Context: an optimization exercise on an open-source flow, tuned for small area, a short achievable clock period and few clock cycles. The choices shown serve that exercise and are no tape-out recipe. The RTL was checked by simulation tests, not by an equivalence proof against the original design. Power is estimated from default activity; no workload was simulated.

==> flow/design.v <==
module ringcore #(
    parameter RX_CAP       = 32,
    parameter RX_AW        = 5,
    parameter TX_CAP       = 128,
    parameter TX_AW        = 7,
    parameter CHUNK        = 64,
    parameter ACC_CAP      = 258,
    parameter TOKEN_MARKER = 8'hAA,
    parameter DATA_MARKER  = 8'hBB
) (
    input  wire        clk,
    input  wire        rst,
    input  wire        in_valid,
    output wire        in_ready,
    input  wire [31:0] in_data,
    input  wire        in_sub_ok,
    output reg         rsp_valid,
    output wire [7:0]  rsp_status,
    output wire [31:0] rsp_value,
    output reg         rdat_valid,
    output reg  [7:0]  rdat_byte,
    output reg         ntf_valid,
    output reg  [3:0]  ntf_tag,
    output reg  [23:0] ntf_a,
    output wire [23:0] ntf_b,
    output reg         pay_valid,
    output reg  [7:0]  pay_byte,
    output reg         sub_valid,
    output reg  [7:0]  sub_byte,
    output reg         sub_last
);
    localparam OP_RX_READY    = 4'h1;
    localparam OP_TX_DONE     = 4'h2;
    localparam OP_TX_ABORT    = 4'h3;
    localparam OP_RX_STOPPED  = 4'h4;
    localparam OP_APP_WRITE   = 4'h5;
    localparam OP_APP_READ    = 4'h6;
    localparam OP_FEED        = 4'h7;
    localparam OP_RX_REARM    = 4'h8;
    localparam OP_STATUS_READ = 4'h9;
    localparam ST_OK        = 3'h0;
    localparam ST_INVALID   = 3'h1;
    localparam ST_FULL      = 3'h2;
    localparam ST_OVERFLOW  = 3'h3;
    localparam ST_CKSUM     = 3'h4;
    localparam ST_ILLEGAL   = 3'h6;
    localparam ST_IGNORED   = 3'h7;
    localparam N_FRAME_TOKEN  = 4'h1;
    localparam N_FRAME_DATA   = 4'h2;
    localparam N_TX_COMPLETED = 4'h3;
    localparam N_TX_ABORTED   = 4'h4;
    localparam N_SUBMIT_FAIL  = 4'h5;
    localparam N_RX_HALTED    = 4'h6;
    localparam N_RX_TRUNC     = 4'h7;
    localparam N_ACC_OVF      = 4'h8;
    localparam P_IDLE = 2'd0;
    localparam P_LEN  = 2'd1;
    localparam P_PAY  = 2'd2;
    reg         m_v, s_v;
    reg  [32:0] m_d, s_d;           
    wire        pop;                
    wire        m_load = !m_v || pop;
    wire        acc    = in_valid && !s_v;
    assign in_ready = !s_v;
    always @(posedge clk) begin
        if (!s_v)
            s_d <= {in_sub_ok, in_data};
        if (m_load)
            m_d <= s_v ? s_d : {in_sub_ok, in_data};
        if (rst) begin
            m_v <= 1'b0;
            s_v <= 1'b0;
        end else if (m_load) begin
            m_v <= s_v || acc;
            s_v <= 1'b0;
        end else begin
            s_v <= s_v || acc;
        end
    end
    reg [7:0]       rx_mem [0:RX_CAP-1];
    reg [RX_AW-1:0] rx_wp;          
    reg [RX_AW:0]   rx_cnt;         
    reg [7:0]       tx_mem [0:TX_CAP-1];
    reg [TX_AW-1:0] tx_wp;
    reg [TX_AW:0]   tx_cnt;         
    reg [1:0]  pstate;
    reg [7:0]  plen;
    reg [7:0]  pcnt;
    reg        pmore;               
    reg [7:0]  psum;
    reg [8:0]  acc_rm;              
    reg [7:0]  pbuf [0:255];        
    reg [7:0]  pb_wp;               
    reg [7:0]  pb_end;              
    reg        in_flight;
    reg        rx_halted;
    reg        spurious;
    reg        dph;                 
    reg [23:0] remain;              
    reg        rem1;                
    reg        m_rx, m_tx, m_parse, m_feed;
    reg [7:0]  wr_left;
    reg [8:0]  nfr;
    reg [7:0]  nck;              
    reg [2:0]  c_st;                
    reg [7:0]  c_val;               
    reg        c_kick;              
    reg        c_sok;
    reg [6:0]  c_kick_k;
    reg [TX_AW:0] c_tx_rest;        
    reg        hdr2;                
    reg [2:0]  rsp_st;
    reg [23:0] rsp_val_lo;
    assign rsp_status = {5'd0, rsp_st};
    assign rsp_value  = {8'd0, rsp_val_lo};
    reg [7:0]  ntf_b_lo;
    assign ntf_b = {16'd0, ntf_b_lo};
    reg [5:0]       rd_pend;        
    reg [RX_AW-1:0] rd_rp;
    reg [TX_AW-1:0] sb_rp;
    reg [6:0]       sb_cur;         
    reg [6:0]       sb_q0, sb_q1;   
    reg             sb_q0v, sb_q1v;
    reg [7:0]       pb_rp;
    wire        sok   = m_d[32];
    wire [31:0] w     = m_d[31:0];
    wire [3:0]  h_op  = w[3:0];
    wire [23:0] h_arg = w[31:8];
    wire        rsv0  = (w[7:4] == 4'h0);
    wire        arg0  = (h_arg == 24'd0);
    wire        arg_hi0 = (h_arg[23:9] == 15'd0);
    wire        h_has_data = (h_op == OP_RX_READY) || (h_op == OP_APP_WRITE) ||
                             (h_op == OP_FEED);
    wire        h_legal = rsv0 && (
                    (h_op == OP_RX_READY) || (h_op == OP_APP_WRITE) ||
                    (h_op == OP_FEED) || (h_op == OP_RX_STOPPED) ||
                    (h_op == OP_APP_READ) ||
                    (((h_op == OP_TX_DONE) || (h_op == OP_TX_ABORT) ||
                      (h_op == OP_RX_REARM)) && arg0) ||
                    ((h_op == OP_STATUS_READ) && (h_arg[23:2] == 22'd0)));
    wire        is_rxr  = h_legal && (h_op == OP_RX_READY);
    wire        is_done = h_legal && (h_op == OP_TX_DONE);
    wire        is_abrt = h_legal && (h_op == OP_TX_ABORT);
    wire        is_stop = h_legal && (h_op == OP_RX_STOPPED);
    wire        is_wr   = h_legal && (h_op == OP_APP_WRITE);
    wire        is_rd   = h_legal && (h_op == OP_APP_READ);
    wire        is_feed = h_legal && (h_op == OP_FEED);
    wire        is_rarm = h_legal && (h_op == OP_RX_REARM);
    wire        is_stat = h_legal && (h_op == OP_STATUS_READ);
    wire        feed_fits = arg_hi0 && (h_arg[8:0] <= acc_rm);
    wire [RX_AW:0] rx_room = RX_CAP - rx_cnt;
    wire [TX_AW:0] tx_room = TX_CAP - tx_cnt;
    wire        rx_le = (h_arg[23:RX_AW+1] == 0) && (h_arg[RX_AW:0] <= rx_room);
    wire        tx_le = (h_arg[23:TX_AW+1] == 0) && (h_arg[TX_AW:0] <= tx_room);
    wire [RX_AW:0] rx_a = rx_le ? h_arg[RX_AW:0] : rx_room;
    wire [TX_AW:0] tx_a = tx_le ? h_arg[TX_AW:0] : tx_room;
    wire        rx_rd_lt = (h_arg[23:RX_AW+1] == 0) && (h_arg[RX_AW:0] < rx_cnt);
    wire [RX_AW:0] rd_k = rx_rd_lt ? h_arg[RX_AW:0] : rx_cnt;
    wire [TX_AW:0] tx_after = tx_cnt + (h_legal ? tx_a : {(TX_AW+1){1'b0}});
    wire [6:0]     wr_kick_k = tx_after[TX_AW:6] != 0 ? 7'd64 : {1'b0, tx_after[5:0]};
    wire [6:0]     dn_kick_k = tx_cnt[TX_AW:6] != 0 ? 7'd64 : {1'b0, tx_cnt[5:0]};
    wire [8:0]  acc_occ = (pstate == P_IDLE) ? 9'd0 :
                          (pstate == P_LEN)  ? 9'd1 : (9'd2 + {1'b0, pcnt});
    reg  [23:0] stat_v;
    always @(*) begin
        case (h_arg[1:0])
            2'd0:    stat_v = {pcnt, plen, 3'b000, spurious, pstate, rx_halted, in_flight};
            2'd1:    stat_v = {{(23-RX_AW){1'b0}}, rx_cnt};
            2'd2:    stat_v = {{(23-TX_AW){1'b0}}, tx_cnt};
            default: stat_v = {15'd0, acc_occ};
        endcase
    end
    wire hdr  = m_v && !dph;
    wire dat  = m_v && dph;
    wire [7:0] din = w[7:0];
    wire rx_go    = is_rxr && !rx_halted && !arg0;
    wire two_rx   = rx_go && !rx_le && !feed_fits;
    wire done_kick = is_done && in_flight && (tx_cnt != 0);
    wire two_dn   = done_kick && !sok;
    wire two_ntf  = two_rx || two_dn;
    wire sb_full  = sb_q1v;
    wire wr_kick_now = dat && rem1 && c_kick;
    wire stall = (hdr && two_ntf && !hdr2) ||
                 (hdr && done_kick && sb_full) ||
                 (wr_kick_now && sb_full);
    assign pop = m_v && !stall;
    wire hdr_go = hdr && !stall;
    wire dat_go = dat && !stall;
    wire parse_go  = dat_go && m_parse;
    wire tok       = (pstate == P_IDLE) && (din == TOKEN_MARKER);
    wire cks       = (pstate == P_PAY) && !pmore;
    wire cks_good  = cks && (psum == din);
    wire pay_wr    = parse_go && (pstate == P_PAY) && pmore;
    wire [8:0] nfr_n = nfr + {8'd0, tok || cks_good};
    wire [7:0] nck_n = nck + {7'd0, cks && !cks_good};
    wire kick_go  = (hdr_go && done_kick) || (dat_go && rem1 && c_kick);
    wire [6:0] kick_k = hdr ? dn_kick_k : c_kick_k;
    always @(posedge clk) begin
        if (dat_go && m_rx && wr_left != 8'd0)
            rx_mem[rx_wp] <= din;
        if (dat_go && m_tx && wr_left != 8'd0)
            tx_mem[tx_wp] <= din;
        if (pay_wr)
            pbuf[pb_wp] <= din;
    end
    always @(posedge clk) begin
        if (rst) begin
            rx_wp      <= {RX_AW{1'b0}};
            rx_cnt     <= {(RX_AW+1){1'b0}};
            tx_wp      <= {TX_AW{1'b0}};
            tx_cnt     <= {(TX_AW+1){1'b0}};
            pstate     <= P_IDLE;
            plen       <= 8'd0;
            pcnt       <= 8'd0;
            pmore      <= 1'b0;
            psum       <= 8'd0;
            acc_rm     <= ACC_CAP;
            pb_wp      <= 8'd0;
            pb_end     <= 8'd0;
            in_flight  <= 1'b0;
            rx_halted  <= 1'b0;
            spurious   <= 1'b0;
            dph        <= 1'b0;
            remain     <= 24'd0;
            rem1       <= 1'b0;
            m_rx       <= 1'b0;
            m_tx       <= 1'b0;
            m_parse    <= 1'b0;
            m_feed     <= 1'b0;
            wr_left    <= 8'd0;
            nfr        <= 9'd0;
            nck        <= 8'd0;
            c_st       <= 3'd0;
            c_val      <= 8'd0;
            c_kick     <= 1'b0;
            c_sok      <= 1'b0;
            c_kick_k   <= 7'd0;
            c_tx_rest  <= {(TX_AW+1){1'b0}};
            hdr2       <= 1'b0;
            rsp_valid  <= 1'b0;
            rsp_st     <= 3'd0;
            rsp_val_lo <= 24'd0;
            ntf_valid  <= 1'b0;
            ntf_tag    <= 4'd0;
            ntf_a      <= 24'd0;
            ntf_b_lo   <= 8'd0;
        end else begin
            rsp_valid <= 1'b0;
            ntf_valid <= 1'b0;
            if (hdr && two_ntf && !hdr2) begin
                hdr2      <= 1'b1;
                ntf_valid <= 1'b1;
                if (two_rx) begin
                    ntf_tag  <= N_RX_TRUNC;
                    ntf_a    <= h_arg;
                    ntf_b_lo <= rx_a;
                end else begin
                    ntf_tag  <= N_SUBMIT_FAIL;
                    ntf_a    <= 24'd0;
                    ntf_b_lo <= 8'd0;
                end
            end
            if (hdr_go) begin
                hdr2    <= 1'b0;
                remain  <= h_arg;
                rem1    <= (h_arg == 24'd1);
                dph     <= h_has_data && !arg0;
                m_rx    <= 1'b0;
                m_tx    <= 1'b0;
                m_parse <= 1'b0;
                m_feed  <= 1'b0;
                wr_left <= 8'd0;
                nfr     <= 9'd0;
                nck     <= 8'd0;
                c_kick  <= 1'b0;
                c_sok   <= sok;
                c_st    <= ST_OK;
                c_val   <= 8'd0;
                rsp_valid  <= !(h_has_data && !arg0);
                rsp_st     <= h_legal ? ST_OK : ST_ILLEGAL;
                rsp_val_lo <= 24'd0;
                if (!h_legal) begin
                    c_st <= ST_ILLEGAL;
                end
                if (is_rxr) begin
                    if (rx_halted) begin
                        c_st   <= ST_IGNORED;
                        rsp_st <= ST_IGNORED;
                    end else if (arg0) begin
                        rsp_st <= ST_INVALID;
                    end else begin
                        m_rx    <= 1'b1;
                        m_parse <= feed_fits;
                        wr_left <= rx_a;
                        c_st    <= rx_le ? ST_OK : ST_FULL;
                        c_val   <= rx_a;
                    end
                end
                if (rx_go) begin
                    if (!rx_le) begin
                        ntf_valid <= 1'b1;
                        if (hdr2) begin
                            ntf_tag  <= N_ACC_OVF;
                            ntf_a    <= h_arg;
                            ntf_b_lo <= 8'd0;
                        end else begin
                            ntf_tag  <= N_RX_TRUNC;
                            ntf_a    <= h_arg;
                            ntf_b_lo <= rx_a;
                        end
                    end else if (!feed_fits) begin
                        ntf_valid <= 1'b1;
                        ntf_tag   <= N_ACC_OVF;
                        ntf_a     <= h_arg;
                        ntf_b_lo  <= 8'd0;
                    end
                end
                if (is_done || is_abrt) begin
                    if (!in_flight) begin
                        spurious <= 1'b1;
                        rsp_st   <= ST_IGNORED;
                    end else begin
                        in_flight <= 1'b0;
                        ntf_valid <= 1'b1;
                        ntf_tag   <= is_done ? N_TX_COMPLETED : N_TX_ABORTED;
                        ntf_a     <= 24'd0;
                        ntf_b_lo  <= 8'd0;
                    end
                end
                if (done_kick) begin
                    tx_cnt    <= tx_cnt - dn_kick_k;
                    in_flight <= sok;
                end
                if (is_stop) begin
                    rx_halted <= 1'b1;
                    ntf_valid <= 1'b1;
                    ntf_tag   <= N_RX_HALTED;
                    ntf_a     <= h_arg;
                    ntf_b_lo  <= 8'd0;
                end
                if (is_wr) begin
                    if (arg0) begin
                        rsp_st <= ST_INVALID;
                    end else begin
                        m_tx      <= 1'b1;
                        wr_left   <= tx_a;
                        c_st      <= tx_le ? ST_OK : ST_FULL;
                        c_val     <= tx_a;
                    end
                end
                if ((h_op == OP_APP_WRITE) && !arg0) begin
                    c_kick    <= !in_flight && (tx_after != 0);
                    c_kick_k  <= wr_kick_k;
                    c_tx_rest <= tx_after - wr_kick_k;
                end
                if (is_rd) begin
                    rsp_val_lo <= {18'd0, rd_k};
                    rx_cnt     <= rx_cnt - rd_k;
                end
                if (is_feed && !arg0) begin
                    if (feed_fits) begin
                        m_parse <= 1'b1;
                        m_feed  <= 1'b1;
                    end else begin
                        c_st <= ST_OVERFLOW;
                    end
                end
                if (is_rarm)
                    rx_halted <= 1'b0;
                if (is_stat)
                    rsp_val_lo <= stat_v;
            end
            if (dat_go) begin
                remain <= remain - 24'd1;
                rem1   <= (remain == 24'd2);
                if (rem1) begin
                    dph        <= 1'b0;
                    rsp_valid  <= 1'b1;
                    if (m_feed) begin
                        rsp_st     <= (nck_n != 8'd0) ? ST_CKSUM : ST_OK;
                        rsp_val_lo <= {nck_n, 7'd0, nfr_n};
                    end else begin
                        rsp_st     <= c_st;
                        rsp_val_lo <= {16'd0, c_val};
                    end
                end
                if (m_rx && wr_left != 8'd0) begin
                    rx_wp   <= rx_wp + 1'b1;
                    rx_cnt  <= rx_cnt + 1'b1;
                    wr_left <= wr_left - 8'd1;
                end
                if (m_tx && wr_left != 8'd0) begin
                    tx_wp   <= tx_wp + 1'b1;
                    tx_cnt  <= tx_cnt + 1'b1;
                    wr_left <= wr_left - 8'd1;
                end
                if (rem1 && c_kick) begin
                    tx_cnt    <= c_tx_rest;
                    in_flight <= c_sok;
                    if (!c_sok) begin
                        ntf_valid <= 1'b1;
                        ntf_tag   <= N_SUBMIT_FAIL;
                        ntf_a     <= 24'd0;
                        ntf_b_lo  <= 8'd0;
                    end
                end
                if (m_parse) begin
                    nfr <= nfr_n;
                    nck <= nck_n;
                    case (pstate)
                    P_IDLE: begin
                        if (din == TOKEN_MARKER) begin
                            ntf_valid <= 1'b1;
                            ntf_tag   <= N_FRAME_TOKEN;
                            ntf_a     <= 24'd0;
                            ntf_b_lo  <= 8'd0;
                        end else if (din == DATA_MARKER) begin
                            pstate <= P_LEN;
                            acc_rm <= ACC_CAP - 1;
                        end
                    end
                    P_LEN: begin
                        plen   <= din;
                        pcnt   <= 8'd0;
                        pmore  <= (din != 8'd0);
                        psum   <= 8'd0;
                        pstate <= P_PAY;
                        acc_rm <= ACC_CAP - 2;
                        pb_wp  <= pb_end;
                    end
                    default: begin
                        if (pmore) begin
                            pcnt   <= pcnt + 8'd1;
                            pmore  <= (pcnt + 8'd1 != plen);
                            psum   <= psum + din;
                            acc_rm <= acc_rm - 9'd1;
                            pb_wp  <= pb_wp + 8'd1;
                        end else begin
                            if (cks_good) begin
                                ntf_valid <= 1'b1;
                                ntf_tag   <= N_FRAME_DATA;
                                ntf_a     <= {16'd0, plen};
                                ntf_b_lo  <= din;
                                pb_end    <= pb_wp;
                            end
                            pstate <= P_IDLE;
                            plen   <= 8'd0;
                            pcnt   <= 8'd0;
                            pmore  <= 1'b0;
                            psum   <= 8'd0;
                            acc_rm <= ACC_CAP;
                        end
                    end
                    endcase
                end
            end
        end
    end
    wire rd_go = (rd_pend != 6'd0);
    always @(posedge clk) begin
        rdat_byte <= rx_mem[rd_rp];
        if (rst) begin
            rd_pend    <= 6'd0;
            rd_rp      <= {RX_AW{1'b0}};
            rdat_valid <= 1'b0;
        end else begin
            rdat_valid <= rd_go;
            if (rd_go)
                rd_rp <= rd_rp + 1'b1;
            rd_pend <= rd_pend - {5'd0, rd_go} +
                       ((hdr_go && is_rd) ? rd_k : 6'd0);
        end
    end
    wire sb_go   = (sb_cur != 7'd0);
    wire sb_next = !sb_go || (sb_cur == 7'd1);    
    always @(posedge clk) begin
        sub_byte <= tx_mem[sb_rp];
        if (rst) begin
            sb_rp     <= {TX_AW{1'b0}};
            sb_cur    <= 7'd0;
            sb_q0     <= 7'd0;
            sb_q1     <= 7'd0;
            sb_q0v    <= 1'b0;
            sb_q1v    <= 1'b0;
            sub_valid <= 1'b0;
            sub_last  <= 1'b0;
        end else begin
            sub_valid <= sb_go;
            sub_last  <= (sb_cur == 7'd1);
            if (sb_go)
                sb_rp <= sb_rp + 1'b1;
            if (sb_next && sb_q0v) begin
                sb_cur <= sb_q0;
                if (kick_go && !sb_q1v) begin
                    sb_q0  <= kick_k;
                    sb_q0v <= 1'b1;
                end else begin
                    sb_q0  <= sb_q1;
                    sb_q0v <= sb_q1v;
                end
                sb_q1v <= 1'b0;
                if (kick_go && sb_q1v) begin
                    sb_q1  <= kick_k;
                    sb_q1v <= 1'b1;
                end
            end else begin
                sb_cur <= sb_go ? sb_cur - 7'd1 : 7'd0;
                if (kick_go) begin
                    if (!sb_q0v) begin
                        sb_q0  <= kick_k;
                        sb_q0v <= 1'b1;
                    end else begin
                        sb_q1  <= kick_k;
                        sb_q1v <= 1'b1;
                    end
                end
            end
        end
    end
    wire pb_go = (pb_rp != pb_end);
    always @(posedge clk) begin
        pay_byte <= pbuf[pb_rp];
        if (rst) begin
            pb_rp     <= 8'd0;
            pay_valid <= 1'b0;
        end else begin
            pay_valid <= pb_go;
            if (pb_go)
                pb_rp <= pb_rp + 8'd1;
        end
    end
endmodule
==> flow/run.sh <==
#!/bin/bash
# synth_recipe.tcl (not shown) runs the flow's synth.tcl, then flattens the netlist and writes it again
# the make line also repeats each setting of config.mk as NAME=value (left out here)
make -C /OpenROAD-flow-scripts/flow DESIGN_CONFIG=/design/flow/config.mk WORK_HOME=/design/flow/orfs CLKGATE_MAP_FILE= SYNTH_SCRIPT=/design/flow/synth_recipe.tcl finish
==> flow/config.mk <==
export PLATFORM = sky130hd
export DESIGN_NAME = ringcore
export DESIGN_NICKNAME = ringcore
export VERILOG_FILES = /design/flow/design.v
export SDC_FILE = /design/flow/constraint.sdc
export NUM_CORES = 4
export LEC_CHECK = 0
export CAP_MARGIN = 20
export CORE_MARGIN = 2
export CORE_UTILIZATION = 45
export PLACE_DENSITY = 0.6
export SLEW_MARGIN = 20
==> flow/constraint.sdc <==
create_clock -name core_clock -period 10.0 [get_ports {clk}]
set_input_delay 2.0000 -clock core_clock [delete_from_list [all_inputs] [get_ports {clk}]]
set_output_delay 2.0000 -clock core_clock [all_outputs]
set_load 0.01 [all_outputs]
==> results by group <==
STA
  • Setup-failing EPs final: 0
  • Hold_ws: 0.4590 ns
  • Final worst path period share: 61.88%
  • Hold Violations, Final: 0
  • Clock Skew: 0.08499 ns
  • Max Clk Rate: 161.6 MHz
  • Least-Margin Pin Slew: 1.159 ns
  • Fin crit period: 6.188 ns
  • Setup_tns: 0 ns
  • RSZ-0062 raised after global routing: no
  • Slew Viols, Final: 0
  • Relative slew slack: 22.71%

Critical path
  • Crit path from: tx_cnt[2]
  • Kind of critical path: reg -> reg
  • Reg2Reg Depth: 19
  • R2r endpoint: c_kick_k[3]
  • Reg-to-reg startpoint: tx_cnt[2]
  • Startpoint types: register
  • R2R setup slack: 3.81 ns
  • Setup crit end: c_kick_k[3]
  • CP Max Fanout: 15
  • Critical Path Sink Type: register
  • Critical path data required time: 10.83 ns
  • CP arrival: 7.02 ns

Route
  • Total wire length: 363600 um
  • DR vias: 74160
  • TritonRoute pass-1 iters: 6
  • DR WL/cell: 29.30 um
  • Vias per inst: 5.976
  • Antenna-violating nets left: 0
  • Residual DRC: 0
  • 1st-iter DRT viols: 7431

Global route
  • Pin count of the biggest net entering global routing: 209
  • Gr ovfl total: 0
  • Initial antenna violation count: 9
  • First-pass GRT wire length: 528200 um
  • GRT Total Usage: 21.62%
  • Vias in the first global route: 75030

Min path
  • Worst min-delay path startpoint: sb_q0[2]
  • Worst Hold Class: reg -> reg

Die
  • Chip width: 575.9 um
  • Num ports: 159
  • Die Y: 575.9 um
  • Site row count: 209
  • Die ar.: 0.3316 mm2
  • Initial cell density of the core: 45.31%
  • Core Box Area: 0.3248 mm2

Status
  • Status: no timing/DRC/antenna violations

Placed design
  • DPL Wire Length: 218600 um
  • GP Congestion: 0.8726
  • PortBufs: 129

Clock network
  • Worst-Skew Late Latency: 0.94 ns
  • Clock sink total: 3703
  • Root buffer cell: clkbuf_16
  • Maximum clock path buffer count: 4
  • Post-cts sizing count: 0
  • Postcts setup bufs: 0
  • CTS buffer count: 385
  • CTS H-tree depth: 5
  • Hold buffers post-CTS: 0
  • CTS tree: built
  • Clk slew on worst S/H paths: 0.06 ns

Power
  • Clock power frac: 40.2%
  • Net Switching: 0.007863 W
  • Max rail drop VDD: 167.0 uV
  • Pleak: 50.09 nW
  • Power Total: 0.03469 W
  • Pwr Density: 209.5 mW/mm2
  • Sw Ratio: 22.66%
  • Reg power frac: 49.4%
  • Internal Power: 0.02683 W
  • Combinational power share: 10.4%

Synthesis
  • Post-synth EDFFs: 3361
  • Async set-reset flop share out of synthesis: 0%
  • Unique masters post-synth: 88
  • Mapped Cells: 7594
  • Ys flop type: edfxtp_1
  • Post-Syn Area: 0.1472 mm2
  • Yosys reg bits: 3703
  • Seq/Total Area, Yosys: 73.23%
  • Synth warn: 1
  • Syn_area_per_cell: 19.38 um2

Layout
  • Commonest non-fill, non-tap cell in the layout: edfxtp_1
  • Most frequent cells in the layout: edfxtp_1 (3361), mux4_2 (1059), nor2_1 (637)
  • Layout cells sized above 1: 22.76%
  • Synth-to-Final Area Change: 12.53%
  • Final #Nets: 7904

Job
  • Max cap viols: 0
==> worst min-delay path by stage <==
stage,slack (ns),cells past startpoint,to
after floorplan,0.43,2,c_tx_rest[6]
after global placement,0.44,2,c_st[2]
after detailed placement,0.45,2,c_val[0]
after CTS,0.46,2,sb_q0[3]
after global routing,0.48,2,c_val[2]
final,0.46,2,sb_q0[2]
==> cells in the mapped netlist (all sizes together), types with 17 or more instances <==
| library cell | count | share of area [%] |
|---|---|---|
| dfxtp | 342 | 4.7 |
| nand3 | 121 | 0.41 |
| xor2 | 50 | 0.30 |
| nor2 | 639 | 1.6 |
| mux2 | 50 | 0.38 |
| nand2 | 260 | 0.67 |
| inv | 75 | 0.19 |
| o21ai | 109 | 0.37 |
| buf | 140 | 0.45 |
| mux4 | 1059 | 16 |
| o22ai | 17 | 0.072 |
| and3 | 26 | 0.11 |
| a211oi | 33 | 0.17 |
| o211ai | 25 | 0.13 |
| a221oi | 32 | 0.19 |
| a21oi | 208 | 0.71 |
| mux2i | 23 | 0.16 |
| a31oi | 30 | 0.13 |
| clkbuf | 343 | 0.87 |
| or3 | 23 | 0.10 |
| nor4 | 23 | 0.11 |
| a22o | 23 | 0.14 |
| xnor2 | 53 | 0.32 |
| ha | 87 | 0.74 |
| and2 | 26 | 0.11 |
| a22oi | 61 | 0.31 |
| nor2b | 29 | 0.12 |
| nand4 | 29 | 0.12 |
| edfxtp | 3361 | 69 |
| nor3 | 73 | 0.25 |
| nand2b | 18 | 0.077 |
==> per-layer routing <==
layer	share of wire, %	up-vias	global-route usage [%]
met3	6.2	502	3.041
met1	42	39600	30.60
met4	2.8	0	6.033
met2	49	2646	35.32
met5	0	-	0
li1	-	31410	-
==> registers in the layout (all words and copies together), names as in the netlist, 9 cells and up <==
register,count
remain,24
acc_rm,9
rsp_val_lo,24
m_d,33
nfr,9
pbuf,2048
rx_mem,256
s_d,33
tx_mem,1024
ntf_a,24
==> critical path, cell delays in order, from the launching register on <==
cell and delay [ns]:
dfxtp_1 0.53, or4_1 0.67, or4_1 0.45, xnor2_1 0.23, inv_1 0.07, ha_1 0.31
nand4_1 0.14, o21ai_0 0.52, and3_1 0.53, mux2i_1 0.29, nor2_1 0.07, ha_1 0.25
fa_1 0.44, a21o_1 0.19, a21oi_1 0.22, o21bai_1 0.10, a21oi_1 0.17, xor2_1 0.33
nand2_1 0.22, o41ai_1 0.33
==> logic make-up (layout without fill, tap and decap cells) <==
logic type | after synthesis | in the layout | share of synthesized area (%)
mux | 1132 | 1132 | 16.74
compound gates | 676 | 676 | 3.058
simple gates | 1327 | 1327 | 4.033
xor+xnor | 103 | 103 | 0.6130
flops | 3703 | 3703 | 73.23
other cells | 2 | 38 | 0.005103
fa+ha+maj | 91 | 91 | 0.7940
buf+inv | 560 | 1015 | 1.524
==> power groups by stage <==
stage	Clock [W]	Sequential, W	Combinational, W
finish	0.0139	0.0171	0.00361
global route	0.0148	0.0171	0.00386
CTS	0.0142	0.0171	0.00370
detailed placement	0	0.0175	0.00369
global placement	0	0.0175	0.00365
floorplan	0	0.0175	0.00250
==> layout make-up <==
cell class,instances,area (um2)
antenna,8,20.02
clock buffer,485,10310
clock inverter,202,1913
fill,25850,159200
inverter,77,289.0
multi-input combinational,3359,37410
sequential,3703,107800
tap,4325,5411
timing repair buffer,251,2457
==> stage by stage <==
step           area, um2  setup slack [ns]  util (%)  instances
3_5_place_dp      153300             3.938     47.20      11710
3_3_place_gp      153300             3.959     47.20      11710
4_1_cts           165500             3.911     50.97      12400
2_1_floorplan     147300             1.118         -       7622
5_1_grt           165600             3.321     50.99      12410
6_report          165600             3.812     50.99      12410
Testbench counts, summed over its fixed seeds: cycles 43,904.

==> what the ideal ports hide <==
No port has a modelled driver above. Below, the same layout with a new extraction and two added sets of constraints.
Step 1 (the two cells are an assumption about what drives the block):
set clk [get_ports {clk}]
set_driving_cell -lib_cell sky130_fd_sc_hd__clkbuf_16 $clk
set_driving_cell -lib_cell sky130_fd_sc_hd__buf_2 [delete_from_list [all_inputs] $clk]
Step 2 adds t to the input delays and takes it off the output delays; t is the mean of the earliest and latest rising clock arrival at the registers after step 1. Input paths then give back, and output paths get back, about the clock's delay inside the block.
Slacks: ideal / step 1 / step 2; pairs: ideal / step 1.
shift t [ns]: 1.001
slack for setup (ns): 3.812 / 3.812 / 3.812
worst setup path after step 2: register to register
slew at the worst register clock pin (ns): 0.06 / 0.06
worst slew at a driven data input, ns: 0.09
After both steps setup and hold are still met in this run. For this run, drivers alone change the setup slack by 0.000 ns; drivers and shift together by 0.000 ns.
